Background: an optimization exercise with open tools, aiming at small area and a short achievable clock period. Do not read the settings as production practice.
At most, simulation tests tie the RTL to the original design; equivalence was not proved.
No functional check of the RTL was part of runs 4 to 6.
Power and IR drop assume default switching activity.

==> design/flow/design.v <==
module ahrs_crc16 (
    input  wire [15:0] crc_in,
    input  wire [7:0]  data,
    output reg  [15:0] crc_out
);
    integer i;
    reg [15:0] t;
    always @(*) begin
        t = crc_in ^ {data, 8'h00};
        for (i = 0; i < 8; i = i + 1) begin
            if (t[15])
                t = {t[14:0], 1'b0} ^ 16'h1021;
            else
                t = {t[14:0], 1'b0};
        end
        crc_out = t;
    end
endmodule
module ahrs_parser (
    input  wire        clk,
    input  wire        rst,
    input  wire        feed,         
    input  wire        preset,       
    input  wire [7:0]  data,         
    output wire        done,         
    output wire        wr_angle,     
    output wire [1:0]  wr_field,     
    output wire        wr_status,    
    output wire [31:0] acc_q         
);
    localparam [3:0] S_SYNC0  = 4'd0,
                     S_SYNC1  = 4'd1,
                     S_SYNC2  = 4'd2,
                     S_SYNC3  = 4'd3,
                     S_COMPID = 4'd4,
                     S_STATUS = 4'd5,
                     S_CRC0   = 4'd6,
                     S_CRC1   = 4'd7,
                     S_ANG0   = 4'd8,
                     S_ANG1   = 4'd9,
                     S_ANG2   = 4'd10,
                     S_ANG3   = 4'd11;
    localparam [15:0] CRC_PREAMBLE = 16'h7982;    
    reg [3:0]  st;
    reg [15:0] crc;
    reg [3:0]  seen;      
    reg [1:0]  fld;
    reg [31:0] acc;
    wire [31:0] value = {acc[23:0], data};
    assign acc_q = acc;
    wire [15:0] crc_next;
    ahrs_crc16 u_crc (.crc_in(crc), .data(data), .crc_out(crc_next));
    wire       in_sync = (st[3:2] == 2'b00);
    wire [7:0] ang_exp = value[30:23];
    wire       ang_bad = (ang_exp == 8'hFF) ||
                         (ang_exp == 8'h00 && value[22:0] != 23'd0);
    reg       id_known;
    reg [1:0] id_k;
    always @(*) begin
        id_known = 1'b1;
        id_k     = 2'd0;
        case (data)
            8'h05:   id_k = 2'd0;
            8'h18:   id_k = 2'd1;
            8'h19:   id_k = 2'd2;
            8'h4F:   id_k = 2'd3;
            default: id_known = 1'b0;
        endcase
    end
    wire done_d = (st == S_CRC1) && crc[7:0] == 8'h00 && data == crc[15:8];
    assign wr_field  = fld;
    assign wr_angle  = feed && st == S_ANG3 && !ang_bad;
    assign wr_status = feed && st == S_STATUS;
    assign done      = feed && done_d;
    wire [3:0] st_after = (seen == 4'b1111) ? S_CRC0 : S_COMPID;
    reg [3:0] st_feed;
    always @(*) begin
        case (st)
            S_SYNC0, S_SYNC1, S_SYNC2, S_SYNC3: begin
                if (data == (st == S_SYNC0 ? 8'h00 : st == S_SYNC1 ? 8'h17 :
                             st == S_SYNC2 ? 8'h05 : 8'h04))
                    st_feed = st + 4'd1;
                else if (data == 8'h00)
                    st_feed = S_SYNC1;
                else
                    st_feed = S_SYNC0;
            end
            S_COMPID: begin
                if (!id_known || seen[id_k])
                    st_feed = S_SYNC0;
                else
                    st_feed = (id_k == 2'd3) ? S_STATUS : S_ANG0;
            end
            S_ANG0, S_ANG1, S_ANG2: st_feed = st + 4'd1;
            S_ANG3:   st_feed = ang_bad ? S_SYNC0 : st_after;
            S_STATUS: st_feed = st_after;
            S_CRC0:   st_feed = S_CRC1;
            default:  st_feed = S_SYNC0;
        endcase
    end
    always @(posedge clk) begin
        if (rst || preset)
            st <= S_SYNC0;
        else if (feed)
            st <= st_feed;
    end
    always @(posedge clk) begin
        if (feed) begin
            acc <= value;
            crc <= in_sync ? CRC_PREAMBLE : crc_next;
            if (in_sync)
                seen <= 4'b0;
            else if (st == S_COMPID && id_known)
                seen[id_k] <= 1'b1;
            if (st == S_COMPID)
                fld <= id_k;
        end
    end
endmodule
module ahrs_tbuf (
    input  wire       clk,
    input  wire       rst,
    input  wire       offer,
    input  wire       update,
    output wire [2:0] write_oh,
    output wire [2:0] read_oh,
    output wire       took        
);
    reg [2:0] w_oh, c_oh, r_oh;
    reg       new_f;
    assign write_oh = w_oh;
    assign read_oh  = r_oh;
    assign took     = update & (offer | new_f);
    wire       swap_n = update & new_f;
    wire [2:0] c_n    = swap_n ? r_oh : c_oh;
    wire [2:0] r_n    = swap_n ? c_oh : r_oh;
    wire [2:0] c_y    = update ? r_oh : w_oh;
    wire [2:0] r_y    = update ? w_oh : r_oh;
    always @(posedge clk) begin
        if (rst) begin
            w_oh  <= 3'b001;
            c_oh  <= 3'b010;
            r_oh  <= 3'b100;
            new_f <= 1'b0;
        end else begin
            w_oh  <= offer ? c_oh : w_oh;
            c_oh  <= offer ? c_y : c_n;
            r_oh  <= offer ? r_y : r_n;
            new_f <= offer ? !update : (new_f & !update);
        end
    end
endmodule
module ahrs_store (
    input  wire        clk,
    input  wire        rst,
    input  wire [2:0]  write_oh,    
    input  wire        wr_angle,
    input  wire [1:0]  wr_field,    
    input  wire        wr_status,
    input  wire [31:0] wr_value,    
    output wire [103:0] slot0,      
    output wire [103:0] slot1,
    output wire [103:0] slot2,
    output wire [11:0]  written     
);
    reg [31:0] yaw    [0:2];
    reg [31:0] pitch  [0:2];
    reg [31:0] roll   [0:2];
    reg [7:0]  status [0:2];
    reg [3:0]  valid  [0:2];    
    reg pend_angle, pend_status;
    always @(posedge clk) begin
        pend_angle  <= wr_angle  && !rst;
        pend_status <= wr_status && !rst;
    end
    integer i;
    always @(posedge clk) begin
        for (i = 0; i < 3; i = i + 1) begin
            if (pend_angle && write_oh[i]) begin
                case (wr_field)
                    2'd0:    yaw[i]   <= wr_value;
                    2'd1:    pitch[i] <= wr_value;
                    default: roll[i]  <= wr_value;
                endcase
            end
            if (pend_status && write_oh[i])
                status[i] <= wr_value[7:0];
        end
    end
    always @(posedge clk) begin
        for (i = 0; i < 3; i = i + 1) begin
            if (rst) begin
                valid[i] <= 4'b0;
            end else begin
                if (pend_angle && write_oh[i]) begin
                    case (wr_field)
                        2'd0:    valid[i][0] <= 1'b1;
                        2'd1:    valid[i][1] <= 1'b1;
                        default: valid[i][2] <= 1'b1;
                    endcase
                end
                if (pend_status && write_oh[i])
                    valid[i][3] <= 1'b1;
            end
        end
    end
    assign slot0 = {status[0], roll[0], pitch[0], yaw[0]};
    assign slot1 = {status[1], roll[1], pitch[1], yaw[1]};
    assign slot2 = {status[2], roll[2], pitch[2], yaw[2]};
    assign written = {valid[2], valid[1], valid[0]};
endmodule
module ahrs_rx (
    input  wire        clk,
    input  wire        rst,
    input  wire        p_valid,
    input  wire [31:0] p_cmd,
    output reg         p_resp_valid,
    output reg         p_resp_err,
    output wire [31:0] p_resp_val,
    input  wire        c_valid,
    input  wire [31:0] c_cmd,
    output reg         c_resp_valid,
    output reg         c_resp_err,
    output reg  [31:0] c_resp_val
);
    localparam [7:0] OPC_CRC_UPDATE   = 8'h01,
                     OPC_FEED         = 8'h10,
                     OPC_PARSER_RESET = 8'h11,
                     OPC_OFFER        = 8'h20,
                     OPC_UPDATE       = 8'h21,
                     OPC_GET_PITCH    = 8'h30,
                     OPC_GET_YAW      = 8'h31,
                     OPC_GET_ROLL     = 8'h32,
                     OPC_GET_STATUS   = 8'h33;
    wire [7:0]  p_opc   = p_cmd[31:24];
    wire [15:0] p_arg16 = p_cmd[23:8];
    wire [7:0]  p_arg8  = p_cmd[7:0];
    wire [7:0]  c_opc   = c_cmd[31:24];
    wire [15:0] c_arg16 = c_cmd[23:8];
    wire [7:0]  c_arg8  = c_cmd[7:0];
    wire p_crc    = p_valid && p_opc == OPC_CRC_UPDATE;
    wire p_feed   = p_valid && p_opc == OPC_FEED         && p_arg16 == 16'h0;
    wire p_preset = p_valid && p_opc == OPC_PARSER_RESET && p_arg16 == 16'h0 && p_arg8 == 8'h0;
    wire p_offer  = p_valid && p_opc == OPC_OFFER        && p_arg16 == 16'h0 && p_arg8 == 8'h0;
    wire p_legal  = p_crc || p_feed || p_preset || p_offer;
    wire c_noarg  = c_arg16 == 16'h0 && c_arg8 == 8'h0;
    wire c_crc    = c_valid && c_opc == OPC_CRC_UPDATE;
    wire c_update = c_valid && c_opc == OPC_UPDATE     && c_noarg;
    wire c_gp     = c_valid && c_opc == OPC_GET_PITCH  && c_noarg;
    wire c_gy     = c_valid && c_opc == OPC_GET_YAW    && c_noarg;
    wire c_gr     = c_valid && c_opc == OPC_GET_ROLL   && c_noarg;
    wire c_gs     = c_valid && c_opc == OPC_GET_STATUS && c_noarg;
    wire c_legal  = c_crc || c_update || c_gp || c_gy || c_gr || c_gs;
    wire [15:0] p_crc_out, c_crc_out;
    ahrs_crc16 u_pcrc (.crc_in(p_arg16), .data(p_arg8), .crc_out(p_crc_out));
    ahrs_crc16 u_ccrc (.crc_in(c_arg16), .data(c_arg8), .crc_out(c_crc_out));
    wire        feed_done;
    wire        wr_angle, wr_status;
    wire [1:0]  wr_field;
    wire [31:0] wr_value;
    ahrs_parser u_parser (
        .clk(clk), .rst(rst),
        .feed(p_feed), .preset(p_preset), .data(p_arg8),
        .done(feed_done),
        .wr_angle(wr_angle), .wr_field(wr_field),
        .wr_status(wr_status), .acc_q(wr_value)
    );
    wire [2:0] write_oh, read_oh;
    wire       took;
    ahrs_tbuf u_tbuf (
        .clk(clk), .rst(rst),
        .offer(p_offer || feed_done),
        .update(c_update),
        .write_oh(write_oh), .read_oh(read_oh),
        .took(took)
    );
    wire [103:0] slot0, slot1, slot2;
    wire [11:0]  written;
    ahrs_store u_store (
        .clk(clk), .rst(rst),
        .write_oh(write_oh),
        .wr_angle(wr_angle), .wr_field(wr_field),
        .wr_status(wr_status), .wr_value(wr_value),
        .slot0(slot0), .slot1(slot1), .slot2(slot2), .written(written)
    );
    wire [3:0] rok0 = {4{read_oh[0]}} & written[3:0];
    wire [3:0] rok1 = {4{read_oh[1]}} & written[7:4];
    wire [3:0] rok2 = {4{read_oh[2]}} & written[11:8];
    wire [31:0] rd_yaw    = ({32{rok0[0]}} & slot0[31:0])   | ({32{rok1[0]}} & slot1[31:0])   | ({32{rok2[0]}} & slot2[31:0]);
    wire [31:0] rd_pitch  = ({32{rok0[1]}} & slot0[63:32])  | ({32{rok1[1]}} & slot1[63:32])  | ({32{rok2[1]}} & slot2[63:32]);
    wire [31:0] rd_roll   = ({32{rok0[2]}} & slot0[95:64])  | ({32{rok1[2]}} & slot1[95:64])  | ({32{rok2[2]}} & slot2[95:64]);
    wire [7:0]  rd_status = ({8{rok0[3]}}  & slot0[103:96]) | ({8{rok1[3]}}  & slot1[103:96]) | ({8{rok2[3]}}  & slot2[103:96]);
    reg [31:0] rd_field;
    always @(*) begin
        case (c_opc[1:0])
            2'd0:    rd_field = rd_pitch;
            2'd1:    rd_field = rd_yaw;
            2'd2:    rd_field = rd_roll;
            default: rd_field = {24'h0, rd_status};
        endcase
    end
    wire c_get = c_gp || c_gy || c_gr || c_gs;
    wire [15:0] p_val = ({16{p_crc}} & p_crc_out) | {15'h0, feed_done};
    wire [31:0] c_val = ({32{c_get}} & rd_field) |
                        {16'h0, {16{c_crc}} & c_crc_out} |
                        {31'h0, took};
    reg  [15:0] p_val_q;
    always @(posedge clk) begin
        if (rst) begin
            p_resp_valid <= 1'b0;
            c_resp_valid <= 1'b0;
        end else begin
            p_resp_valid <= p_valid;
            c_resp_valid <= c_valid;
        end
        p_resp_err <= p_valid && !p_legal;
        p_val_q    <= p_val;
        c_resp_err <= c_valid && !c_legal;
        c_resp_val <= c_val;
    end
    assign p_resp_val = {16'h0, p_val_q};
endmodule
==> design/flow/flow/run.sh <==
#!/bin/bash
# The standard layout, with two changes to the cells it may pick:
# - the port buffers are the plain buffer sky130_fd_sc_hd__buf_2 instead of
#   the cell buffer_ports picks by itself;
# - the slow wide gates (or3, or4, nor4, and4, nand4, a311oi, a2111oi,
#   o2111ai, a41oi, o41ai and their inverted-input forms) are
#   added to the platform's don't-use list, so synthesis and repair build
#   those functions from NAND/NOR gates instead.
set -euo pipefail
export BUFFER_PORTS_ARGS="-buffer_cell sky130_fd_sc_hd__buf_2"
# the platform's own don't-use list (platforms/sky130hd/config.mk)
dont_use="sky130_fd_sc_hd__probe_p_8 sky130_fd_sc_hd__probec_p_8 sky130_fd_sc_hd__lpflow_bleeder_1"
for s in 1 16 2 4 8; do
  dont_use="$dont_use sky130_fd_sc_hd__lpflow_clkbufkapwr_$s sky130_fd_sc_hd__lpflow_clkinvkapwr_$s"
done
for s in 12 3 4 6 8; do dont_use="$dont_use sky130_fd_sc_hd__lpflow_decapkapwr_$s"; done
dont_use="$dont_use sky130_fd_sc_hd__lpflow_inputiso0n_1 sky130_fd_sc_hd__lpflow_inputiso0p_1"
dont_use="$dont_use sky130_fd_sc_hd__lpflow_inputiso1n_1 sky130_fd_sc_hd__lpflow_inputiso1p_1"
dont_use="$dont_use sky130_fd_sc_hd__lpflow_inputisolatch_1"
for s in 1 16 2 4 8; do dont_use="$dont_use sky130_fd_sc_hd__lpflow_isobufsrc_$s"; done
dont_use="$dont_use sky130_fd_sc_hd__lpflow_isobufsrckapwr_16"
for s in 1 2 4; do
  dont_use="$dont_use sky130_fd_sc_hd__lpflow_lsbuf_lh_hl_isowell_tap_$s sky130_fd_sc_hd__lpflow_lsbuf_lh_isowell_tap_$s"
done
dont_use="$dont_use sky130_fd_sc_hd__lpflow_lsbuf_lh_isowell_4"
# added here
for c in or3 or3b or4 or4b or4bb nor4 nor4b nor4bb and4 and4b and4bb nand4 nand4b nand4bb a311oi a2111oi o2111ai a41oi o41ai; do
  for s in 1 2 4; do dont_use="$dont_use sky130_fd_sc_hd__${c}_${s}"; done
done
dont_use="$dont_use sky130_fd_sc_hd__a2111oi_0"
bash standard.sh "DONT_USE_CELLS=$dont_use" finish > standard.log 2>&1
==> design/flow/standard.sh <==
#!/bin/bash
# synth_recipe.tcl (not shown) runs the flow's synth.tcl, then flattens the netlist and writes it again
# the make line also repeats each setting of config.mk as NAME=value (left out here)
make -C /OpenROAD-flow-scripts/flow DESIGN_CONFIG=/design/flow/config.mk WORK_HOME=/design/flow/orfs CLKGATE_MAP_FILE= SYNTH_SCRIPT=/design/flow/synth_recipe.tcl "${@:-finish}"
==> design/flow/config.mk <==
export PLATFORM = sky130hd
export DESIGN_NAME = ahrs_rx
export DESIGN_NICKNAME = ahrs_rx
export VERILOG_FILES = /design/flow/design.v
export SDC_FILE = /design/flow/constraint.sdc
export NUM_CORES = 4
export LEC_CHECK = 0
export CAP_MARGIN = 20
export CORE_MARGIN = 2
export CORE_UTILIZATION = 60
export CTS_CLUSTER_DIAMETER = 80
export CTS_CLUSTER_SIZE = 30
export PLACE_DENSITY = 0.7
export SETUP_SLACK_MARGIN = 3.9
export SLEW_MARGIN = 20
==> design/flow/constraint.sdc <==
create_clock -name core_clock -period 6.5 [get_ports {clk}]
set_input_delay 1.3000 -clock core_clock [delete_from_list [all_inputs] [get_ports {clk}]]
set_output_delay 1.3000 -clock core_clock [all_outputs]
set_load 0.01 [all_outputs]
==> impl_metrics.py, run 1 <==
metrics = {
    "status": {
        "status": "no timing/DRC/antenna violations",
    },
    "hold_path": {
        "hold_path_class": "flip-flop to flip-flop",
        "hold_end": "u_store.valid[2][1]",
        "hold_start": "u_store.valid[2][1]",
        "hold_depth": 2,
    },
    "synthesis": {
        "syn_area_per_cell_um2": 13.73,
        "yosysWarnings": 10,
        "netlist_area_um2": 17650,
        "synth.distinct_cells": 55,
        "syn_inst": 1286,
        "synth_top_cell_by_area": "edfxtp_1",
        "seq_area_frac_synth": 0.7134,
        "synth-seq-cells": 446,
        "synthTopCellsByArea": "edfxtp_1, dfxtp_1, a22o_1, nor2_1, xnor2_1",
        "yosys_most_used_dff": "edfxtp_1",
        "synth-async-reset-ratio": 0,
        "synth_top_area_frac": 0.6226,
        "synth_edf_count": 366,
    },
    "clocking": {
        "cts_tree": "built",
        "cts_buffers": 19,
        "h-tree-depth": 1,
        "clkTransAtPathRegs_ps": 110,
        "clkLatencyLatePin_ps": 550,
        "ctsLongestPathBuffers": 3,
        "cts-root-buf": "clkbuf_16",
        "clock-sinks": 446,
    },
    "die": {
        "core_um2": 28860,
        "die_y_um": 175.5,
        "die-area_um2": 30810,
        "num_rows": 62,
        "die_w_um": 175.5,
        "start_util": 0.6117,
        "ios": 136,
    },
    "pwr": {
        "ir_worst_vdd_v": 0.0001847,
        "p_leak_nw": 6.537,
        "powerDensity_nw_per_um2": 241.8,
    },
    "finish": {
        "fin_area_um2": 19310,
        "drive_gt1_frac": 0.1557,
        "num_antenna_cells": 0,
        "fin_nets": 1447,
        "area_growth_pct": 9.385,
    },
    "flow_run": {
        "drv_cap": 0,
    },
    "grt": {
        "overflow": 0,
        "grt_pass1_vias": 10550,
        "track_usage": 0.2659,
        "antenna_found_initial": 0,
        "grt_max_degree": 58,
        "grt_pass1_wl_um": 61640,
    },
    "sta": {
        "finalSetupTns_ps": 0,
        "hold_viol": 0,
        "fmax_ghz": 0.3777,
        "rsz0062_at_grt": "yes",
        "max-slew-margin-rel": 0.2632,
        "slew_violations": 0,
        "worst_pin_slew_ps": 1105,
        "setup_viol": 0,
        "period_needed_ps": 2648,
        "finalCritPeriodShare": 0.4074,
        "finalClockSkew_ps": 17.64,
        "whs_ps": 482.3,
    },
    "placement": {
        "place_hpwl_um": 23990,
        "io_buffers": 119,
        "place_area_um2": 18540,
        "globalplace.congestion": 0.8711,
    },
    "worst_setup_path": {
        "worstPathRequired_ps": 6960,
        "cp-start-kind": "input port",
        "r2r_end": "c_resp_val[10]",
        "cp-end-kind": "flip-flop",
        "critPathKind": "input port to flip-flop",
        "path_max_fanout": 53,
        "r2r_start": "u_tbuf.r_oh[0]",
        "cp.arrival_ps": 3110,
        "r2r_slack_ps": 4060,
        "r2r_cells": 7,
    },
    "route": {
        "drt-total-wl_um": 41200,
        "drtIter0Drc": 1026,
        "vias": 10810,
        "first_pass_iters": 5,
        "vias_per_cell": 6.103,
        "drc": 0,
        "wl_per_cell_um": 23.26,
        "ant_nets": 0,
    },
}
==> flip-flops by register name, indices dropped and copies added (netlist names), 2 cells and up <==
signal and flops:
u_tbuf.r_oh 3, u_tbuf.c_oh 3, p_val_q 16, u_parser.crc 16, u_tbuf.w_oh 3, u_parser.fld 2, c_resp_val 32, u_store.status 24
u_store.roll 96, u_parser.acc 32, u_store.pitch 96, u_store.yaw 96, u_parser.st 4, u_parser.seen 4, u_store.valid 12
==> power by group <==
part | total, W | switching [W] | internal [W]
Sequential | 0.00304 | 0.000000352 | 0.00304
Clock | 0.00142 | 0.000853 | 0.000570
Combinational | 0.000201 | 0.000120 | 0.0000813
Total | 0.00467 | 0.000972 | 0.00370
==> critical path: stages <==
cell and delay (ps):
buf_2 290, buf_6 460, a211oi_1 90, a211oi_1 580, a21oi_1 130, o21ai_0 220
==> synth_stat cells, drive strengths merged, types with 4 or more instances <==
| master | n |
|---|---|
| o211ai | 6 |
| nor3 | 27 |
| ha | 4 |
| o22ai | 6 |
| nor2b | 10 |
| edfxtp | 366 |
| a21oi | 70 |
| xnor2 | 53 |
| mux2i | 8 |
| nand2b | 7 |
| o21ai | 16 |
| inv | 13 |
| a22oi | 48 |
| a211oi | 56 |
| buf | 25 |
| a22o | 53 |
| and2 | 28 |
| a211o | 9 |
| nand2 | 108 |
| a221oi | 4 |
| and3 | 12 |
| nor3b | 5 |
| nand3 | 23 |
| a31oi | 15 |
| clkbuf | 61 |
| a32oi | 7 |
| xor2 | 18 |
| dfxtp | 80 |
| or2 | 11 |
| nor2 | 117 |
==> per-stage QoR <==
| step | total power [W] | instances | setup slack [ps] | utilization |
|---|---|---|---|---|
| after floorplan | 0.003244 | 1301 | 3607 | - |
| after global placement | 0.003302 | 1730 | 3064 | 0.6424 |
| after detailed placement | 0.003302 | 1730 | 3042 | 0.6424 |
| after CTS | 0.004679 | 1768 | 3899 | 0.6651 |
| after global routing | 0.004785 | 1771 | 3867 | 0.6691 |
| final | 0.004668 | 1771 | 3852 | 0.6691 |
==> area by class of cell <==
| cell class | instances | area (um^2) |
|---|---|---|
| Inverter | 14 | 78.83 |
| Sequential cell | 446 | 12590 |
| Fill cell | 2094 | 9549 |
| Timing Repair Buffer | 137 | 759.5 |
| Timing Repair inverter | 1 | 11.26 |
| Clock inverter | 5 | 53.80 |
| Tap cell | 384 | 480.5 |
| Multi-Input combinational cell | 756 | 4823 |
| Clock buffer | 28 | 509.2 |
==> kinds of logic after synthesis <==
kind of cell / after synthesis / share of synthesized area
DFF: 446 / 0.7134
and+or+nand+nor: 354 / 0.09300
AOI/OAI and AO/OA: 302 / 0.1226
buffers and inverters: 100 / 0.02693
xor gates and xnor gates: 71 / 0.03650
muxes: 8 / 0.004537
adders and majority gates: 4 / 0.002835
other: 1 / 0.0002124
==> routing by layer <==
metal	track usage	vias to the layer above	routed length, um	part of all wire
li1	-	4940	-	-
met1	0.3678	5338	17020	0.41
met2	0.4442	476	19960	0.48
met3	0.04892	52	3499	0.085
met4	0.05923	2	692	0.017
met5	0.008013	-	28	0.00068
==> cell usage in the layout, fill, tap and decap left out, types with 13 or more instances in the layout <==
master,instances
a211oi_1,52
a21oi_1,69
o21ai_0,15
clkbuf_16,19
and2_1,19
buf_4,15
xnor2_1,47
a22o_1,53
buf_2,117
xor2_1,16
a31oi_1,15
nor3_1,23
nand3_1,18
nor2_1,114
dfxtp_1,80
inv_1,13
a22oi_1,48
conb_1,16
nand2_1,108
edfxtp_1,366
==> worst max path at each step <==
| stage | from | to | slack [ps] |
|---|---|---|---|
| detailed placement | c_cmd[25] | u_tbuf.r_oh[2] | 3040 |
| global placement | c_cmd[25] | u_tbuf.r_oh[2] | 3060 |
| finish | c_cmd[24] | c_resp_val[11] | 3850 |
| floorplan | p_cmd[11] | u_parser.fld[0] | 3610 |
| CTS | p_cmd[11] | u_parser.fld[1] | 3900 |
| global route | p_cmd[5] | u_tbuf.r_oh[1] | 3870 |
==> timing repair <==
action / 4_1_cts / 5_1_grt
pin swaps: 1 / 3
gates resized for setup: 10 / 14
hold buffers: 0 / 0
setup endpoints to repair: 15 / 14
setup buffers: 5 / 1
cloned: 0 / 2
==> run 2: changes to the inputs <==
--- a/design/flow/flow/run.sh
+++ b/design/flow/flow/run.sh
@@ -4,4 +4,3 @@
 #   the cell buffer_ports picks by itself;
-# - the slow wide gates (or3, or4, nor4, and4, nand4, a311oi, a2111oi,
-#   o2111ai, a41oi, o41ai and their inverted-input forms) are
+# - the slow wide gates (or3, or4, nor4, and4 and their inverted-input forms, and a311oi) are
 #   added to the platform's don't-use list, so synthesis and repair build
@@ -26,6 +25,5 @@
 # added here
-for c in or3 or3b or4 or4b or4bb nor4 nor4b nor4bb and4 and4b and4bb nand4 nand4b nand4bb a311oi a2111oi o2111ai a41oi o41ai; do
+for c in or3 or3b or4 or4b or4bb nor4 nor4b nor4bb and4 and4b and4bb a311oi; do
   for s in 1 2 4; do dont_use="$dont_use sky130_fd_sc_hd__${c}_${s}"; done
 done
-dont_use="$dont_use sky130_fd_sc_hd__a2111oi_0"
 bash standard.sh "DONT_USE_CELLS=$dont_use" finish > standard.log 2>&1
--- a/design/flow/config.mk
+++ b/design/flow/config.mk
@@ -13,3 +13,3 @@
 export PLACE_DENSITY = 0.7
-export SETUP_SLACK_MARGIN = 3.9
+export SETUP_SLACK_MARGIN = 4.0
 export SLEW_MARGIN = 20
==> impl_metrics.py, run 2 <==
metrics = {
    "status": {
        "status": "no timing/DRC/antenna violations",
    },
    "route": {
        "ant_nets": 0,
        "first_pass_iters": 7,
        "vias_per_cell": 6.210,
        "routedLengthMet1_um": 17760,
        "top_layer": "met4",
        "met2_wirelength_um": 20290,
        "drtIter0Drc": 1343,
        "wl_met3_um": 3091,
        "wl_per_cell_um": 23.95,
        "vias": 10960,
        "drc": 0,
        "drt-total-wl_um": 42240,
    },
    "synthesis": {
        "synth_edf_count": 366,
        "synthTopCellsByCount": "edfxtp_1, nand2_1, nor2_1, dfxtp_1, a22oi_1",
        "netlist_area_um2": 17600,
        "yosysMostFrequentCell": "edfxtp_1",
        "synth_top_area_frac": 0.6246,
        "seq_area_frac_synth": 0.7156,
        "synthTopCellsByArea": "edfxtp_1, dfxtp_1, a22oi_1, xnor2_1, nand2_1",
        "synth.distinct_cells": 55,
        "synth_xor_area_frac": 0.03278,
        "synthSimpleGateAreaFrac": 0.09450,
        "yosys_most_used_dff": "edfxtp_1",
        "synth-async-reset-ratio": 0,
        "syn_inst": 1275,
        "synth-seq-cells": 446,
        "syn_area_per_cell_um2": 13.80,
        "synth-compound-area-share": 0.1244,
        "synthMuxAreaShare": 0.003982,
        "synth_top_family_by_area": "compound AO/OA/AOI/OAI gates",
        "synth_top_cell_by_area": "edfxtp_1",
        "synth-adder-area-share": 0.002844,
        "yosysWarnings": 10,
    },
    "pwr": {
        "p_total_w": 0.004707,
        "power_frac_comb": 0.046,
        "sw_frac_of_total": 0.2061,
        "seqPwrFrac": 0.647,
        "clockPowerShare": 0.307,
        "p_sw_w": 0.0009699,
        "powerDensity_nw_per_um2": 242.5,
        "ir_worst_vdd_v": 0.0001915,
        "p_leak_nw": 6.511,
        "p_int_w": 0.003737,
    },
    "sta": {
        "period_needed_ps": 2464,
        "finalCritPeriodShare": 0.3791,
        "fmax_ghz": 0.4059,
        "hold_viol": 0,
        "rsz0062_at_grt": "yes",
        "slew_violations": 0,
        "finalClockSkew_ps": 18.02,
        "finalSetupTns_ps": 0,
        "max-slew-margin-rel": 0.2763,
        "worst_pin_slew_ps": 1086,
        "setup_viol": 0,
        "fin_ws_ps": 4036,
    },
    "clocking": {
        "cts_buffers": 19,
        "clkTransAtPathRegs_ps": 110,
        "cts_tree": "built",
        "cts-root-buf": "clkbuf_16",
        "clock-sinks": 446,
        "ctsLongestPathBuffers": 3,
        "h-tree-depth": 1,
        "clkLatencyLatePin_ps": 540,
    },
    "flow_run": {
        "drv_cap": 0,
    },
    "placement": {
        "dp_worst_setup_slack_ps": 3030,
        "globalplace.congestion": 0.8742,
        "io_buffers": 119,
        "place_hpwl_um": 24720,
    },
    "die": {
        "die_w_um": 175.3,
        "ios": 136,
        "start_util": 0.6114,
        "die_y_um": 175.3,
        "num_rows": 62,
        "core_um2": 28780,
        "die-area_um2": 30710,
    },
    "hold_path": {
        "hold_start": "u_store.valid[2][1]",
        "hold_depth": 1,
        "hold_end": "u_store.valid[2][1]",
        "hold_path_class": "flip-flop to flip-flop",
    },
    "grt": {
        "antenna_found_initial": 0,
        "track_usage": 0.2699,
        "grt_pass1_vias": 10380,
        "grt_max_degree": 37,
        "grt_pass1_wl_um": 62570,
        "overflow": 0,
    },
    "finish": {
        "fin_nets": 1440,
        "n_fill_cell": 2059,
        "area_growth_pct": 10.33,
        "reg_top3": "u_store.pitch: 96 flops, u_store.roll: 96 flops, u_store.yaw: 96 flops",
        "num_antenna_cells": 0,
        "final_common_cell": "edfxtp_1",
        "layout_common_cells": "edfxtp_1, buf_2, nand2_1, nor2_1, dfxtp_1",
        "drive_gt1_frac": 0.1667,
    },
    "worst_setup_path": {
        "r2r_end": "c_resp_val[14]",
        "worstPathRequired_ps": 6930,
        "r2r_slack_ps": 4070,
        "cp-end-kind": "flip-flop",
        "path_max_fanout": 6,
        "cp-start-kind": "input port",
        "critPathKind": "input port to flip-flop",
        "r2r_start": "u_tbuf.r_oh[2]",
        "cp.arrival_ps": 2900,
        "r2r_cells": 7,
    },
}
## run 2: cell types whose count changed in the layout (fill, tap and decap cells not counted), moves of 5 or more
cell	previous run	this run
nand4_1	0	19
o32ai_1	1	7
a311o_1	0	16
and3_1	9	2
o21a_1	0	13
a22oi_1	48	69
a21oi_1	69	61
a22o_1	53	41
nor3_1	23	15
nor2_1	114	96
nor2_2	2	7
a211oi_1	52	38
a32oi_1	7	1
## run 2: worst max-delay path by stage
stage,from,end
5_1_grt,p_cmd[0],u_parser.st[1]
6_report,p_cmd[5],u_tbuf.r_oh[2]
3_5_place_dp,c_cmd[24],c_resp_val[11]
2_1_floorplan,p_valid,u_parser.fld[0]
3_3_place_gp,c_cmd[24],c_resp_val[0]
4_1_cts,c_cmd[24],c_resp_val[11]
## run 2: cell families after synthesis
| logic type | after synthesis |
|---|---|
| AOI/OAI and AO/OA | 303 |
| adders and majority gates | 4 |
| muxes | 7 |
| other | 1 |
| DFF | 446 |
| and+or+nand+nor | 350 |
| buffers and inverters | 99 |
| xor gates and xnor gates | 65 |
## run 2: area by class of cell
type / instances / area, um^2 / share of cell area
tap: 384 / 480.5 / 0.02475
timing repair inverter: 1 / 8.758 / 0.0004512
clock buffer: 28 / 540.5 / 0.02784
clock inverter: 5 / 47.55 / 0.002449
sequential: 446 / 12590 / 0.6487
multi-input combinational: 746 / 4863 / 0.2505
inverter: 14 / 65.06 / 0.003352
timing repair buffer: 140 / 814.5 / 0.04196
## run 2: metrics by stage
stage | cell area (um^2) | util | hold slack, ps | cells
floorplan | 17800 | - | 432.5 | 1290
CTS | 19260 | 0.6693 | 471.7 | 1759
detailed placement | 18580 | 0.6456 | 446.1 | 1722
global placement | 18580 | 0.6456 | 438.6 | 1722
finish | 19410 | 0.6745 | 469.6 | 1764
global route | 19410 | 0.6745 | 490.3 | 1764
## run 2: critical path, stage by stage
cell and delay (ps):
buf_2 160, xnor2_2 370, nand4_1 130, nor3_1 240
a211oi_1 200, nor3b_4 280, o21a_1 150, o21ai_1 60
## run 2: repair_timing
action	CTS	global route
gates resized for setup	9	17
gates cloned	2	2
pin swaps	1	3
hold buffers	0	0
endpoints found under the setup margin	34	43
endpoints found under the hold margin	0	0
setup buffers	2	3
## run 2: power by group through the flow
stage	combinational, W	sequential [W]	clock (W)
finish	0.000218	0.00304	0.00144
global route	0.000236	0.00305	0.00155
CTS	0.000210	0.00304	0.00146
detailed placement	0.000203	0.00311	0
global placement	0.000203	0.00311	0
floorplan	0.000141	0.00311	0
## run 2: metal layers
metal / global-route usage / up-vias
li1: - / 4939
met1: 0.3938 / 5483
met2: 0.4364 / 465
met3: 0.03095 / 68
met4: 0.07535 / 0
met5: 0 / -
==> run 3: changes to the inputs <==
--- a/design/flow/flow/run.sh
+++ b/design/flow/flow/run.sh
@@ -4,3 +4,3 @@
 #   the cell buffer_ports picks by itself;
-# - the slow wide gates (or3, or4, nor4, and4 and their inverted-input forms, and a311oi) are
+# - the slow wide gates (or3, or4, nor4, and4, nand4 and their inverted-input forms) are
 #   added to the platform's don't-use list, so synthesis and repair build
@@ -25,3 +25,3 @@
 # added here
-for c in or3 or3b or4 or4b or4bb nor4 nor4b nor4bb and4 and4b and4bb a311oi; do
+for c in or3 or3b or4 or4b or4bb nor4 nor4b nor4bb and4 and4b and4bb nand4 nand4b nand4bb; do
   for s in 1 2 4; do dont_use="$dont_use sky130_fd_sc_hd__${c}_${s}"; done
==> impl_metrics.py, run 3 <==
metrics = {
    "status": {
        "status": "no timing/DRC/antenna violations",
    },
    "synthesis": {
        "syn_area_per_cell_um2": 13.81,
        "synth-seq-cells": 446,
        "yosys_most_used_dff": "edfxtp_1",
        "synthTopCellsByArea": "edfxtp_1, dfxtp_1, a22oi_1, nand2_1, xnor2_1",
        "yosysWarnings": 10,
        "synth-async-reset-ratio": 0,
        "synth_top_area_frac": 0.6248,
        "seq_area_frac_synth": 0.7158,
        "netlist_area_um2": 17590,
        "synth_edf_count": 366,
        "synth-compound-area-share": 0.1245,
        "synth_top_family_by_area": "compound AO/OA/AOI/OAI gates",
        "synth_top_cell_by_area": "edfxtp_1",
        "synth_xor_area_frac": 0.03464,
        "synthTopCellsByCount": "edfxtp_1, nand2_1, nor2_1, dfxtp_1, a22oi_1",
        "synth.distinct_cells": 55,
        "synthSimpleGateAreaFrac": 0.09183,
        "synthMuxAreaShare": 0.004552,
        "syn_inst": 1274,
        "yosysMostFrequentCell": "edfxtp_1",
        "synth-adder-area-share": 0.002845,
    },
    "clocking": {
        "clkTransAtPathRegs_ps": 110,
        "clkLatencyLatePin_ps": 550,
        "cts_buffers": 19,
        "h-tree-depth": 1,
        "cts-root-buf": "clkbuf_16",
        "cts_tree": "built",
        "ctsLongestPathBuffers": 3,
        "clock-sinks": 446,
    },
    "sta": {
        "rsz0062_at_grt": "yes",
        "period_needed_ps": 2676,
        "worst_pin_slew_ps": 1148,
        "max-slew-margin-rel": 0.2350,
        "setup_viol": 0,
        "fmax_ghz": 0.3737,
        "hold_viol": 0,
        "whs_ps": 470.9,
        "slew_violations": 0,
        "finalClockSkew_ps": 30.79,
        "finalSetupTns_ps": 0,
        "finalCritPeriodShare": 0.4117,
    },
    "finish": {
        "fin_nets": 1474,
        "layout_common_cells": "edfxtp_1, nand2_1, buf_2, nor2_1, dfxtp_1",
        "reg_top3": "u_store.pitch: 96 flops, u_store.roll: 96 flops, u_store.yaw: 96 flops",
        "area_growth_pct": 13.71,
        "fin_area_um2": 20000,
        "n_fill_cell": 1972,
        "final_common_cell": "edfxtp_1",
        "fin_util": 0.6950,
        "drive_gt1_frac": 0.1853,
        "num_antenna_cells": 0,
    },
    "route": {
        "drc": 0,
        "wl_per_cell_um": 23.52,
        "drt-total-wl_um": 42300,
        "vias": 11040,
        "ant_nets": 0,
        "wl_met3_um": 3224,
        "first_pass_iters": 5,
        "vias_per_cell": 6.138,
        "drtIter0Drc": 1054,
        "routedLengthMet1_um": 17320,
        "top_layer": "met4",
        "met2_wirelength_um": 20830,
    },
    "flow_run": {
        "drv_cap": 0,
    },
    "pwr": {
        "ir_worst_vdd_v": 0.0002012,
        "p_leak_nw": 6.717,
        "powerDensity_nw_per_um2": 235.7,
    },
    "placement": {
        "place_area_um2": 18490,
        "io_buffers": 119,
        "place_hpwl_um": 23520,
        "globalplace.congestion": 0.8292,
    },
    "worst_setup_path": {
        "worstPathRequired_ps": 6780,
        "crit_chain": "buf_6 > or2_1 > nor3_2 > and3_4 > nand3_4 > or2_4 > clkinvlp_4 > buf_12 > buf_12 > buf_12 > buf_16",
        "critical_path.max_stage_delay_ps": 260,
        "cp.arrival_ps": 2960,
        "path_max_fanout": 6,
        "cp-end-kind": "flip-flop",
        "crit_slowest_cell": "or2_4",
        "critPathKind": "input port to flip-flop",
        "cp-start-kind": "input port",
        "cpMostUsedCell": "buf_12",
    },
    "die": {
        "die-area_um2": 30700,
        "die_y_um": 175.2,
        "die_w_um": 175.2,
        "start_util": 0.6112,
        "num_rows": 62,
        "ios": 136,
        "core_um2": 28780,
    },
    "hold_path": {
        "hold_path_class": "flip-flop to flip-flop",
    },
    "grt": {
        "overflow": 0,
        "grt_pass1_wl_um": 62740,
        "grt_pass1_vias": 10560,
        "grt_max_degree": 63,
        "track_usage": 0.2704,
        "antenna_found_initial": 0,
    },
}
[run 3: cell count changes in the layout (fill, tap and decap cells not counted), sizes merged, moves of 6 or more]
cell    delta
nand4     -20
a22o      -12
buf       +36
o32ai      -7
xor2       +6
a311oi    +26
a32oi      +6
a311o     -16
nand2b     +6
nand2     +13
a21oi     -14
nor3       +9
[run 3: worst paths after layout]
kind | slack (ps) | to | cells past startpoint | from
min reg2reg | 470 | u_store.valid[1][1] | 1 | u_store.valid[1][1]
max | 3820 | u_parser.acc[25] | 11 | p_cmd[15]
max reg2reg | 4170 | c_resp_val[15] | 6 | u_tbuf.r_oh[2]
min | 470 | u_store.valid[1][1] | 1 | u_store.valid[1][1]
[run 3: cell type report]
class	instances	area, um^2	share of cell area
repair buffers	176	1353	0.06762
well taps	384	480.5	0.02402
flip-flops and latches	446	12590	0.6295
multi-input cells	746	4941	0.2470
clock buffers	29	513.0	0.02565
clock inverters	4	71.32	0.003565
inverters	13	52.55	0.002627
[run 3: power breakdown]
| part | total (W) | switching (W) | internal [W] |
|---|---|---|---|
| Clock | 0.00146 | 0.000850 | 0.000608 |
| Combinational | 0.000212 | 0.000121 | 0.0000909 |
| Sequential | 0.00304 | 0.000000323 | 0.00304 |
| Total | 0.00472 | 0.000972 | 0.00374 |
[run 3: worst max-delay path, delay by kind of cell]
kind	cells	cell delay [ps]
buffers and inverters	6	690
and+or+nand+nor	5	960
[run 3: per-stage QoR]
step,setup slack (ps),total power (W),cells
floorplan,3196,0.003242,1289
global placement,2914,0.003300,1722
detailed placement,2817,0.003300,1722
CTS,3834,0.004718,1787
global route,3784,0.004835,1798
finish,3824,0.004715,1798
[run 3: cell families (layout without fill, tap and decap cells)]
kind of cell | Yosys count | count (layout)
other | 1 | 16
adder cells (fa/ha/maj) | 4 | 4
flip-flops | 446 | 446
AND/OR/NAND/NOR | 351 | 351
buffers and inverters | 98 | 222
multiplexers | 8 | 8
AO/OA/AOI/OAI | 299 | 300
XOR/XNOR | 67 | 67
[run 3: layer usage]
layer	up-vias	track usage
met1	5494	0.3771
met2	474	0.4519
met3	61	0.03938
met4	0	0.06910
met5	-	0
li1	5008	-
[run 3: timing repair]
action,in CTS,in global routing
hold buffers,0,0
endpoints found under the setup margin,76,70
pin swaps,15,15
cloned,9,0
endpoints found under the hold margin,0,0
buffers inserted,23,11
resized for setup,49,32
==> run 4: changes to the inputs <==
--- a/design/flow/design.v
+++ b/design/flow/design.v
@@ -128,3 +128,4 @@
 );
-    reg [2:0] w_oh, c_oh, r_oh;
+    reg [2:0] w_oh, c_oh;
+    wire [2:0] r_oh = ~(w_oh | c_oh);
     reg       new_f;
@@ -135,5 +136,3 @@
     wire [2:0] c_n    = swap_n ? r_oh : c_oh;
-    wire [2:0] r_n    = swap_n ? c_oh : r_oh;
     wire [2:0] c_y    = update ? r_oh : w_oh;
-    wire [2:0] r_y    = update ? w_oh : r_oh;
     always @(posedge clk) begin
@@ -142,3 +141,2 @@
             c_oh  <= 3'b010;
-            r_oh  <= 3'b100;
             new_f <= 1'b0;
@@ -147,3 +145,2 @@
             c_oh  <= offer ? c_y : c_n;
-            r_oh  <= offer ? r_y : r_n;
             new_f <= offer ? !update : (new_f & !update);
--- a/design/flow/flow/run.sh
+++ b/design/flow/flow/run.sh
@@ -4,3 +4,3 @@
 #   the cell buffer_ports picks by itself;
-# - the slow wide gates (or3, or4, nor4, and4, nand4 and their inverted-input forms) are
+# - the slow wide gates (or3, or4, nor4, and4 and their inverted-input forms) are
 #   added to the platform's don't-use list, so synthesis and repair build
@@ -25,3 +25,3 @@
 # added here
-for c in or3 or3b or4 or4b or4bb nor4 nor4b nor4bb and4 and4b and4bb nand4 nand4b nand4bb; do
+for c in or3 or3b or4 or4b or4bb nor4 nor4b nor4bb and4 and4b and4bb; do
   for s in 1 2 4; do dont_use="$dont_use sky130_fd_sc_hd__${c}_${s}"; done
==> impl_metrics.py, run 4 <==
metrics = {
    "grt": {
        "grt_use_met1": 0.4225,
        "grt_util_met3": 0.04024,
        "overflow": 0,
        "grt_pass1_vias": 10330,
        "use_met2": 0.4498,
        "grt_pass1_wl_um": 63860,
        "top_usage_layer": "met2",
        "track_usage": 0.2836,
        "antenna_found_initial": 0,
        "grt_max_degree": 34,
    },
    "sta": {
        "fin_ws_ps": 4034,
        "setup_viol": 0,
        "max-slew-margin-rel": 0.2237,
        "period_needed_ps": 2466,
        "fmax_ghz": 0.4056,
        "finalClockSkew_ps": 23.43,
        "finalCritPeriodShare": 0.3793,
        "rsz0062_at_grt": "no",
        "finalSetupTns_ps": 0,
        "hold_viol": 0,
        "worst_pin_slew_ps": 1164,
        "slew_violations": 0,
    },
    "worst_setup_path": {
        "cp-end-kind": "flip-flop",
        "critical_path.max_stage_delay_ps": 480,
        "crit_slowest_cell": "a211oi_1",
        "critPathKind": "input port to flip-flop",
        "critPathLaunch": "c_cmd[25]",
        "cp-start-kind": "input port",
        "r2r_start": "u_tbuf.w_oh[0]",
        "crit_family": "compound AO/OA/AOI/OAI gates",
        "worstPathRequired_ps": 6940,
        "crit_chain": "buf_4 > nand2_1 > a211oi_1 > a2111oi_0 > a21o_1",
        "cp.buffers_inverters": 1,
        "cp.arrival_ps": 2910,
        "path_max_fanout": 32,
    },
    "route": {
        "drc": 0,
        "drtIter0Drc": 1684,
        "vias": 10630,
        "ant_nets": 0,
        "vias_per_cell": 6.479,
        "drt-total-wl_um": 43090,
        "first_pass_iters": 8,
        "wl_per_cell_um": 26.28,
    },
    "die": {
        "ios": 136,
        "start_util": 0.6131,
        "core_um2": 28010,
        "num_rows": 61,
        "die_w_um": 173.2,
        "die_y_um": 173.2,
        "die-area_um2": 29990,
    },
    "finish": {
        "fin_util": 0.6867,
        "drive_gt1_frac": 0.2147,
        "area_growth_pct": 12.00,
        "final_common_cell": "edfxtp_1",
        "layout_common_cells": "edfxtp_1, buf_2, nor2_1, a222oi_1, dfxtp_1",
        "n_fill_cell": 1973,
        "num_antenna_cells": 0,
        "fin_nets": 1325,
        "reg_top3": "u_store.pitch: 96 flops, u_store.roll: 96 flops, u_store.yaw: 96 flops",
    },
    "pwr": {
        "sw_frac_of_total": 0.2081,
        "p_sw_w": 0.0009649,
        "clockPowerShare": 0.302,
        "p_total_w": 0.004637,
        "p_leak_nw": 6.264,
        "ir_worst_vdd_v": 0.0002913,
        "p_int_w": 0.003673,
        "power_frac_comb": 0.045,
        "seqPwrFrac": 0.653,
        "powerDensity_nw_per_um2": 241.1,
    },
    "synthesis": {
        "yosysWarnings": 10,
        "synthTopCellsByCount": "edfxtp_1, nor2_1, a222oi_1, dfxtp_1, xnor2_1",
        "synth_edf_count": 366,
        "syn_area_per_cell_um2": 15.20,
        "yosysMostFrequentCell": "edfxtp_1",
        "synth_top_area_frac": 0.6400,
        "synth-async-reset-ratio": 0,
        "synth.distinct_cells": 65,
        "yosys_most_used_dff": "edfxtp_1",
        "seq_area_frac_synth": 0.7297,
        "synthTopCellsByArea": "edfxtp_1, dfxtp_1, a222oi_1, xnor2_1, nor2_1",
        "synth-seq-cells": 443,
        "synth_top_cell_by_area": "edfxtp_1",
        "netlist_area_um2": 17170,
        "syn_inst": 1130,
    },
    "placement": {
        "place_hpwl_um": 24790,
        "globalplace.congestion": 0.8876,
        "io_buffers": 119,
        "dp_worst_setup_slack_ps": 2660,
    },
    "clocking": {
        "cts-root-buf": "clkbuf_16",
        "clkLatencyLatePin_ps": 540,
        "h-tree-depth": 1,
        "cts_buffers": 19,
        "clock-sinks": 443,
        "ctsHoldBuffers": 0,
        "clkTransAtPathRegs_ps": 100,
        "ctsLongestPathBuffers": 3,
        "cts_tree": "built",
    },
    "flow_run": {
        "drv_cap": 0,
    },
    "hold_path": {
        "hold_path_class": "flip-flop to flip-flop",
        "hold_start": "u_store.valid[1][2]",
    },
    "status": {
        "status": "no timing/DRC/antenna violations",
    },
}
==> run 4: cell count changes after synthesis, moves of 23 or more <==
| cell | delta |
|---|---|
| nand2_1 | -83 |
| a222oi_1 | +80 |
| a22oi_1 | -50 |
| a211oi_1 | -26 |
| a311oi_1 | -26 |
| a22o_1 | -24 |
| clkbuf_1 | -24 |
| mux2_2 | +24 |
| o22a_1 | +23 |
==> run 4: worst paths after layout <==
path,end,slack (ps),cells past startpoint
worst max register to register,c_resp_val[13],4190,7
worst min register to register,u_store.valid[1][2],470,1
worst max-delay path,c_resp_val[1],4030,5
worst min-delay path,u_store.valid[1][2],470,1
==> run 4: stage by stage <==
stage,hold slack [ps],area [um^2],cells
floorplan,432.5,17350,1145
global placement,438.7,18100,1576
detailed placement,444.8,18100,1576
CTS,469.8,18930,1619
global route,495.5,19230,1640
finish,466.6,19230,1640
==> run 4: power groups by stage <==
stage	clock (W)	combinational (W)	sequential [W]
2_1_floorplan	0	0.000123	0.00309
3_3_place_gp	0	0.000193	0.00309
3_5_place_dp	0	0.000191	0.00309
4_1_cts	0.00141	0.000198	0.00303
5_1_grt	0.00150	0.000225	0.00303
6_report	0.00140	0.000210	0.00303
==> run 4: cell type report <==
type                       instances  area (um^2)  area share
sequential                       443        12530      0.6515
clock buffer                      25        498.0     0.02589
timing repair buffer             165         1080     0.05614
clock inverter                     5        46.29    0.002407
tap                              378        473.0     0.02459
multi-input combinational        607         4527      0.2353
timing repair inverter             3        22.52    0.001171
inverter                          14        56.30    0.002927
==> run 4: repair_timing <==
item | in CTS | in global routing
pin swaps | 5 | 19
cloned | 3 | 2
gates resized for setup | 31 | 28
buffers inserted | 10 | 19
endpoints found under the hold margin | 0 | 0
endpoints found under the setup margin | 98 | 48
==> run 4: logic make-up after synthesis <==
kind of cell	Yosys count	synth area share
buffers and inverters	95	0.02688
multiplexers	32	0.02040
XOR/XNOR	67	0.03548
other	1	0.0002184
AND/OR/NAND/NOR	252	0.07286
adder cells (fa/ha/maj)	4	0.002914
flip-flops	443	0.7297
AO/OA/AOI/OAI	236	0.1115
==> run 4: routing by layer <==
layer	share of wire	vias to the layer above
li1	-	4643
met1	0.41	5324
met2	0.47	602
met3	0.10	56
met4	0.019	0
met5	0	-
==> run 5: changes to the inputs <==
--- a/design/flow/design.v
+++ b/design/flow/design.v
@@ -28,3 +28,3 @@
     output wire        wr_status,    
-    output wire [31:0] acc_q         
+    output wire [31:0] wr_value      
 );
@@ -47,5 +47,5 @@
     reg [1:0]  fld;
-    reg [31:0] acc;
-    wire [31:0] value = {acc[23:0], data};
-    assign acc_q = acc;
+    reg [23:0] acc;
+    wire [31:0] value = {acc, data};
+    assign wr_value = value;
     wire [15:0] crc_next;
@@ -108,3 +108,3 @@
         if (feed) begin
-            acc <= value;
+            acc <= value[23:0];
             crc <= in_sync ? CRC_PREAMBLE : crc_next;
@@ -128,4 +128,3 @@
 );
-    reg [2:0] w_oh, c_oh;
-    wire [2:0] r_oh = ~(w_oh | c_oh);
+    reg [2:0] w_oh, c_oh, r_oh;
     reg       new_f;
@@ -136,3 +135,5 @@
     wire [2:0] c_n    = swap_n ? r_oh : c_oh;
+    wire [2:0] r_n    = swap_n ? c_oh : r_oh;
     wire [2:0] c_y    = update ? r_oh : w_oh;
+    wire [2:0] r_y    = update ? w_oh : r_oh;
     always @(posedge clk) begin
@@ -141,2 +142,3 @@
             c_oh  <= 3'b010;
+            r_oh  <= 3'b100;
             new_f <= 1'b0;
@@ -145,2 +147,3 @@
             c_oh  <= offer ? c_y : c_n;
+            r_oh  <= offer ? r_y : r_n;
             new_f <= offer ? !update : (new_f & !update);
@@ -167,7 +170,2 @@
     reg [3:0]  valid  [0:2];    
-    reg pend_angle, pend_status;
-    always @(posedge clk) begin
-        pend_angle  <= wr_angle  && !rst;
-        pend_status <= wr_status && !rst;
-    end
     integer i;
@@ -175,3 +173,3 @@
         for (i = 0; i < 3; i = i + 1) begin
-            if (pend_angle && write_oh[i]) begin
+            if (wr_angle && write_oh[i]) begin
                 case (wr_field)
@@ -182,3 +180,3 @@
             end
-            if (pend_status && write_oh[i])
+            if (wr_status && write_oh[i])
                 status[i] <= wr_value[7:0];
@@ -191,3 +189,3 @@
             end else begin
-                if (pend_angle && write_oh[i]) begin
+                if (wr_angle && write_oh[i]) begin
                     case (wr_field)
@@ -198,3 +196,3 @@
                 end
-                if (pend_status && write_oh[i])
+                if (wr_status && write_oh[i])
                     valid[i][3] <= 1'b1;
@@ -262,3 +260,3 @@
         .wr_angle(wr_angle), .wr_field(wr_field),
-        .wr_status(wr_status), .acc_q(wr_value)
+        .wr_status(wr_status), .wr_value(wr_value)
     );
--- a/design/flow/config.mk
+++ b/design/flow/config.mk
@@ -13,3 +13,3 @@
 export PLACE_DENSITY = 0.7
-export SETUP_SLACK_MARGIN = 4.0
+export SETUP_SLACK_MARGIN = 4.2
 export SLEW_MARGIN = 20
==> impl_metrics.py, run 5 <==
metrics = {
    "status": {
        "status": "no timing/DRC/antenna violations",
    },
    "synthesis": {
        "yosysMostFrequentCell": "edfxtp_1",
        "syn_inst": 1279,
        "synth-async-reset-ratio": 0,
        "yosysWarnings": 10,
        "synth.distinct_cells": 73,
        "netlist_area_um2": 17530,
        "seq_area_frac_synth": 0.7023,
        "synth-seq-cells": 436,
        "syn_area_per_cell_um2": 13.71,
        "yosys_most_used_dff": "edfxtp_1",
        "synthTopCellsByCount": "edfxtp_1, nor2_1, nand2_1, dfxtp_1, a22oi_1",
        "synth_top_area_frac": 0.6132,
        "synthTopCellsByArea": "edfxtp_1, dfxtp_1, a22oi_1, nor2_1, xnor2_1",
        "synth_edf_count": 358,
        "synth_top_cell_by_area": "edfxtp_1",
    },
    "clocking": {
        "clkLatencyLatePin_ps": 560,
        "cts_tree": "built",
        "clock-sinks": 436,
        "cts-root-buf": "clkbuf_16",
        "h-tree-depth": 1,
        "clkTransAtPathRegs_ps": 110,
        "ctsLongestPathBuffers": 3,
        "cts_buffers": 19,
    },
    "grt": {
        "antenna_found_initial": 1,
        "grt_pass1_wl_um": 67720,
        "grt_max_degree": 34,
        "grt_pass1_vias": 11050,
        "overflow": 0,
        "grt_use_met1": 0.4251,
        "top_usage_layer": "met2",
        "use_met2": 0.4687,
        "track_usage": 0.2976,
        "grt_util_met3": 0.07006,
    },
    "pwr": {
        "powerDensity_nw_per_um2": 221.9,
        "p_leak_nw": 7.074,
        "ir_worst_vdd_v": 0.0002921,
    },
    "sta": {
        "rsz0062_at_grt": "yes",
        "finalCritPeriodShare": 0.4129,
        "finalClockSkew_ps": 27.27,
        "worst_pin_slew_ps": 1264,
        "hold_viol": 0,
        "slew_violations": 0,
        "period_needed_ps": 2684,
        "max-slew-margin-rel": 0.1554,
        "finalSetupTns_ps": 0,
        "whs_ps": 474.3,
        "fmax_ghz": 0.3726,
        "setup_viol": 0,
    },
    "route": {
        "first_pass_iters": 6,
        "ant_nets": 0,
        "drc": 0,
        "drt-total-wl_um": 46970,
        "vias_per_cell": 6.313,
        "wl_per_cell_um": 25.37,
        "drtIter0Drc": 1322,
        "vias": 11690,
    },
    "worst_setup_path": {
        "cp-end-kind": "flip-flop",
        "crit_chain": "buf_8 > or2_4 > nor3_4 > nand3_2 > nor3_4 > buf_12 > and3_4 > and3_4 > buf_12",
        "cp.depth": 9,
        "r2r_cells": 7,
        "r2r_slack_ps": 3870,
        "critical_path.max_stage_delay_ps": 270,
        "path_max_fanout": 8,
        "crit_slowest_cell": "and3_4",
        "cp-start-kind": "input port",
        "cp.arrival_ps": 2960,
        "cp.buffers_inverters": 3,
        "critPathKind": "input port to flip-flop",
        "crit_family": "simple AND/OR/NAND/NOR gates",
        "worstPathRequired_ps": 6770,
    },
    "die": {
        "die-area_um2": 30600,
        "die_w_um": 174.9,
        "num_rows": 62,
        "core_um2": 28700,
        "ios": 136,
        "die_y_um": 174.9,
        "start_util": 0.6108,
    },
    "finish": {
        "drive_gt1_frac": 0.2706,
        "final_common_cell": "edfxtp_1",
        "fin_area_um2": 21140,
        "num_antenna_cells": 0,
        "area_growth_pct": 20.58,
        "reg_top3": "u_store.pitch: 96 flops, u_store.roll: 96 flops, u_store.yaw: 96 flops",
        "layout_common_cells": "edfxtp_1, nor2_1, buf_2, nand2_1, a22oi_1",
        "n_fill_cell": 1821,
        "fin_nets": 1526,
    },
    "hold_path": {
        "hold_depth": 2,
        "hold_path_class": "flip-flop to flip-flop",
    },
    "placement": {
        "place_hpwl_um": 25790,
        "io_buffers": 119,
        "globalplace.congestion": 0.8400,
        "place_area_um2": 18550,
    },
    "flow_run": {
        "drv_cap": 0,
    },
}
## run 5: cell type report
type | count | area (um^2) | area share
tap | 384 | 480.5 | 0.02273
timing repair buffer | 209 | 2032 | 0.09612
multi-input combinational | 771 | 5642 | 0.2669
clock inverter | 5 | 61.31 | 0.002900
sequential | 436 | 12340 | 0.5836
inverter | 17 | 63.81 | 0.003018
clock buffer | 29 | 523.0 | 0.02474
## run 5: worst min-delay path: stages (launching register included)
cell     delay (ps)
dfxtp_1         340
a21oi_1          40
nor2_1           70
## run 5: per-stage QoR
step	worst slack (ps)	total power [W]	std cells	utilization
2_1_floorplan	2305	0.003199	1294	-
3_3_place_gp	2361	0.003269	1716	0.6462
3_5_place_dp	2304	0.003270	1716	0.6462
4_1_cts	3856	0.004680	1818	0.7087
5_1_grt	3791	0.004809	1851	0.7365
6_report	3816	0.004690	1851	0.7365
## run 5: worst paths after layout
check / start / endpoint
max reg2reg: u_parser.acc[12] / u_store.pitch[1][1]
min reg2reg: u_store.valid[1][1] / u_store.valid[1][1]
min: u_store.valid[1][1] / u_store.valid[1][1]
max: p_cmd[13] / u_store.pitch[1][1]
## run 5: kinds of logic after synthesis
group	synth area share
other cells	0.0002139
buf+inv	0.03054
fa+ha+maj	0.002855
simple gates	0.09999
compound gates	0.1248
mux	0.004068
flops	0.7023
xor+xnor	0.03533
## run 5: where the power goes
| part | switching (W) | internal [W] |
|---|---|---|
| logic | 0.000151 | 0.000111 |
| clock network | 0.000854 | 0.000587 |
| registers | 0.000000360 | 0.00299 |
| total | 0.00101 | 0.00368 |
## run 5: per-layer routing
metal / up-vias / wire (um) / part of all wire
met4: 0 / 1136 / 0.024
met1: 5831 / 18810 / 0.40
met3: 68 / 4888 / 0.10
met5: - / 0 / 0
li1: 5207 / - / -
met2: 579 / 22130 / 0.47
## run 5: what timing repair did
item / 4_1_cts / 5_1_grt
gates resized for setup: 110 / 116
buffers inserted: 37 / 29
gates cloned: 31 / 4
setup endpoints to repair: 451 / 459
pin swaps: 24 / 41
hold buffers: 0 / 0
==> run 6: changes to the inputs <==
--- a/design/flow/config.mk
+++ b/design/flow/config.mk
@@ -13,3 +13,3 @@
 export PLACE_DENSITY = 0.7
-export SETUP_SLACK_MARGIN = 4.2
+export SETUP_SLACK_MARGIN = 4.0
 export SLEW_MARGIN = 20
==> impl_metrics.py, run 6 <==
metrics = {
    "worst_setup_path": {
        "worstPathRequired_ps": 6770,
        "cp.arrival_ps": 3010,
        "crit_slowest_cell": "or2_4",
        "r2r_cells": 7,
        "r2r_slack_ps": 3850,
        "r2r_start": "u_parser.acc[13]",
        "r2r_end": "u_store.yaw[1][19]",
        "cp-end-kind": "flip-flop",
        "critical_path.max_stage_delay_ps": 260,
        "path_max_fanout": 5,
        "cp-start-kind": "input port",
        "crit_chain": "buf_8 > or2_4 > nor3_4 > nand3_2 > nor3_4 > buf_6 > and3_4 > and3_4 > clkbuf_16",
        "critPathKind": "input port to flip-flop",
    },
    "pwr": {
        "p_leak_nw": 6.881,
        "powerDensity_nw_per_um2": 225.9,
        "ir_worst_vdd_v": 0.0001910,
    },
    "synthesis": {
        "yosysWarnings": 10,
        "yosys_most_used_dff": "edfxtp_1",
        "synthTopCellsByArea": "edfxtp_1, dfxtp_1, a22oi_1, nor2_1, xnor2_1",
        "synth_top_area_frac": 0.6132,
        "syn_inst": 1279,
        "netlist_area_um2": 17530,
        "seq_area_frac_synth": 0.7023,
        "yosysMostFrequentCell": "edfxtp_1",
        "synth-seq-cells": 436,
        "synth.distinct_cells": 73,
        "syn_area_per_cell_um2": 13.71,
        "synth_edf_count": 358,
        "synth_top_cell_by_area": "edfxtp_1",
        "synthTopCellsByCount": "edfxtp_1, nor2_1, nand2_1, dfxtp_1, a22oi_1",
        "synth-async-reset-ratio": 0,
    },
    "die": {
        "ios": 136,
        "core_um2": 28700,
        "die_y_um": 174.9,
        "start_util": 0.6108,
        "num_rows": 62,
        "die-area_um2": 30600,
        "die_w_um": 174.9,
    },
    "sta": {
        "fmax_ghz": 0.3659,
        "period_needed_ps": 2733,
        "rsz0062_at_grt": "yes",
        "finalSetupTns_ps": 0,
        "setup_viol": 0,
        "max-slew-margin-rel": 0.3972,
        "slew_violations": 0,
        "worst_pin_slew_ps": 900.8,
        "hold_viol": 0,
        "finalCritPeriodShare": 0.4204,
        "finalClockSkew_ps": 37.99,
    },
    "placement": {
        "place_hpwl_um": 23960,
        "globalplace.congestion": 0.8515,
        "io_buffers": 119,
    },
    "grt": {
        "track_usage": 0.2902,
        "overflow": 0,
        "grt_max_degree": 34,
        "antenna_found_initial": 0,
        "grt_pass1_wl_um": 66970,
        "grt_pass1_vias": 11140,
    },
    "route": {
        "vias_per_cell": 6.279,
        "wl_per_cell_um": 24.52,
        "drc": 0,
        "vias": 11510,
        "drtIter0Drc": 1383,
        "drt-total-wl_um": 44940,
        "first_pass_iters": 6,
        "ant_nets": 0,
    },
    "clocking": {
        "clkLatencyLatePin_ps": 550,
        "cts-root-buf": "clkbuf_16",
        "clock-sinks": 436,
        "cts_buffers": 19,
        "cts_tree": "built",
        "ctsLongestPathBuffers": 3,
        "clkTransAtPathRegs_ps": 110,
        "h-tree-depth": 1,
    },
    "finish": {
        "final_common_cell": "edfxtp_1",
        "num_antenna_cells": 0,
        "drive_gt1_frac": 0.2188,
        "reg_top3": "u_store.pitch: 96 flops, u_store.roll: 96 flops, u_store.yaw: 96 flops",
        "fin_nets": 1509,
        "n_fill_cell": 1908,
        "fin_util": 0.7143,
        "layout_common_cells": "edfxtp_1, nor2_1, buf_2, nand2_1, dfxtp_1",
        "area_growth_pct": 16.95,
    },
    "hold_path": {
        "hold_path_class": "flip-flop to flip-flop",
        "hold_start": "u_store.valid[0][0]",
        "hold_depth": 2,
        "hold_end": "u_store.valid[0][0]",
    },
    "flow_run": {
        "drv_cap": 0,
    },
    "status": {
        "status": "no timing/DRC/antenna violations",
    },
}
## run 6: cell counts after synthesis
Identical to the previous run, type by type.
## run 6: cell families (layout without fill, tap and decap cells)
logic type	after synthesis	after routing	share of synthesized area
AOI/OAI and AO/OA	301	301	0.1248
xor gates and xnor gates	66	66	0.03533
adders and majority gates	4	4	0.002855
buffers and inverters	112	252	0.03054
DFF	436	436	0.7023
muxes	7	7	0.004068
other	1	16	0.0002139
and+or+nand+nor	352	367	0.09999
## run 6: how the worst max path moves through the flow
stage | startpoint | endpoint | slack (ps) | cells past startpoint
detailed placement | p_cmd[13] | u_store.status[2][0] | 2670 | 8
global route | p_cmd[13] | u_store.yaw[1][21] | 3740 | 9
CTS | p_cmd[13] | u_store.pitch[0][5] | 3870 | 9
global placement | p_cmd[13] | u_store.status[2][0] | 2740 | 8
floorplan | p_cmd[13] | u_store.roll[0][0] | 2310 | 7
finish | p_cmd[13] | u_store.yaw[1][19] | 3770 | 9
## run 6: timing repair
action	CTS	global route
setup buffers	52	7
cloned	18	6
hold buffers	0	0
setup endpoints to repair	413	380
pin swaps	20	4
gates resized for setup	93	11
## run 6: worst max-delay path, delay by kind of cell
kind	cells	cell delay (ps)
buf+inv	3	430
simple gates	6	1260
## run 6: power by group
| group | switching (W) | internal, W | total, W |
|---|---|---|---|
| sequential | 0.000000537 | 0.00299 | 0.00299 |
| combinational | 0.000138 | 0.0000936 | 0.000231 |
| clock | 0.000831 | 0.000582 | 0.00141 |
## run 6: per-stage QoR
step           instances  hold slack, ps  worst slack, ps  cell area (um^2)  power, W
6_report            1833           471.2             3767             20500  0.004632
3_5_place_dp        1717           448.1             2668             18460  0.003262
2_1_floorplan       1294           428.5             2305             17810  0.003193
4_1_cts             1820           473.5             3874             20260  0.004642
3_3_place_gp        1717           440.5             2741             18460  0.003260
5_1_grt             1833           500.4             3739             20500  0.004761
## run 6: layout make-up
class | instances | area (um^2) | share of cell area
Inverter | 17 | 63.81 | 0.003112
Multi-Input combinational cell | 761 | 5244 | 0.2558
Sequential cell | 436 | 12310 | 0.6005
Clock inverter | 5 | 62.56 | 0.003051
Tap cell | 384 | 480.5 | 0.02343
Clock buffer | 28 | 519.2 | 0.02532
Timing Repair Buffer | 202 | 1822 | 0.08885
## run 6: metal layers
layer / track usage / up-vias / routed length, um
met1: 0.4048 / 5682 / 17940
met2: 0.4830 / 590 / 21610
met4: 0.08507 / 0 / 1399
met3: 0.03895 / 87 / 3992
li1: - / 5151 / -
met5: 0 / - / 0

-- static timing again, ports no longer ideal --
The flow's constraints put no driver on any port. The routed layouts listed below were extracted and timed again, unchanged, in two steps.
Step 1, drivers: a clkbuf_16 drives clk and a buf_2 each remaining input, both assumed.
Step 2 adds t to the input delays and takes it off the output delays; t is the mean of the earliest and latest rising clock arrival at the registers after step 1. Input paths then give back, and output paths get back, about the clock's delay inside the block.
a / b / c = ideal / step 1 / step 2; a / b = the first two.
run | shift t [ns] | setup WS [ns] | worst setup path at the end | worst register clock-pin slew, ns
run 1 | 0.592 | 3.852 / 3.869 / 3.277 | input to register | 0.12 / 0.12
run 2 | 0.591 | 4.036 / 4.069 / 3.478 | input to register | 0.11 / 0.11
run 3 | 0.581 | 3.824 / 3.840 / 3.259 | input to register | 0.11 / 0.11
run 4 | 0.581 | 4.034 / 4.040 / 3.478 | input to register | 0.11 / 0.11
run 5 | 0.595 | 3.816 / 3.787 / 3.192 | input to register | 0.12 / 0.12
run 6 | 0.580 | 3.767 / 3.774 / 3.194 | input to register | 0.12 / 0.12
After both steps every run listed still meets setup and hold. For run 5, which loses most, drivers alone change the setup slack by -0.029 ns; drivers and shift together by -0.624 ns.
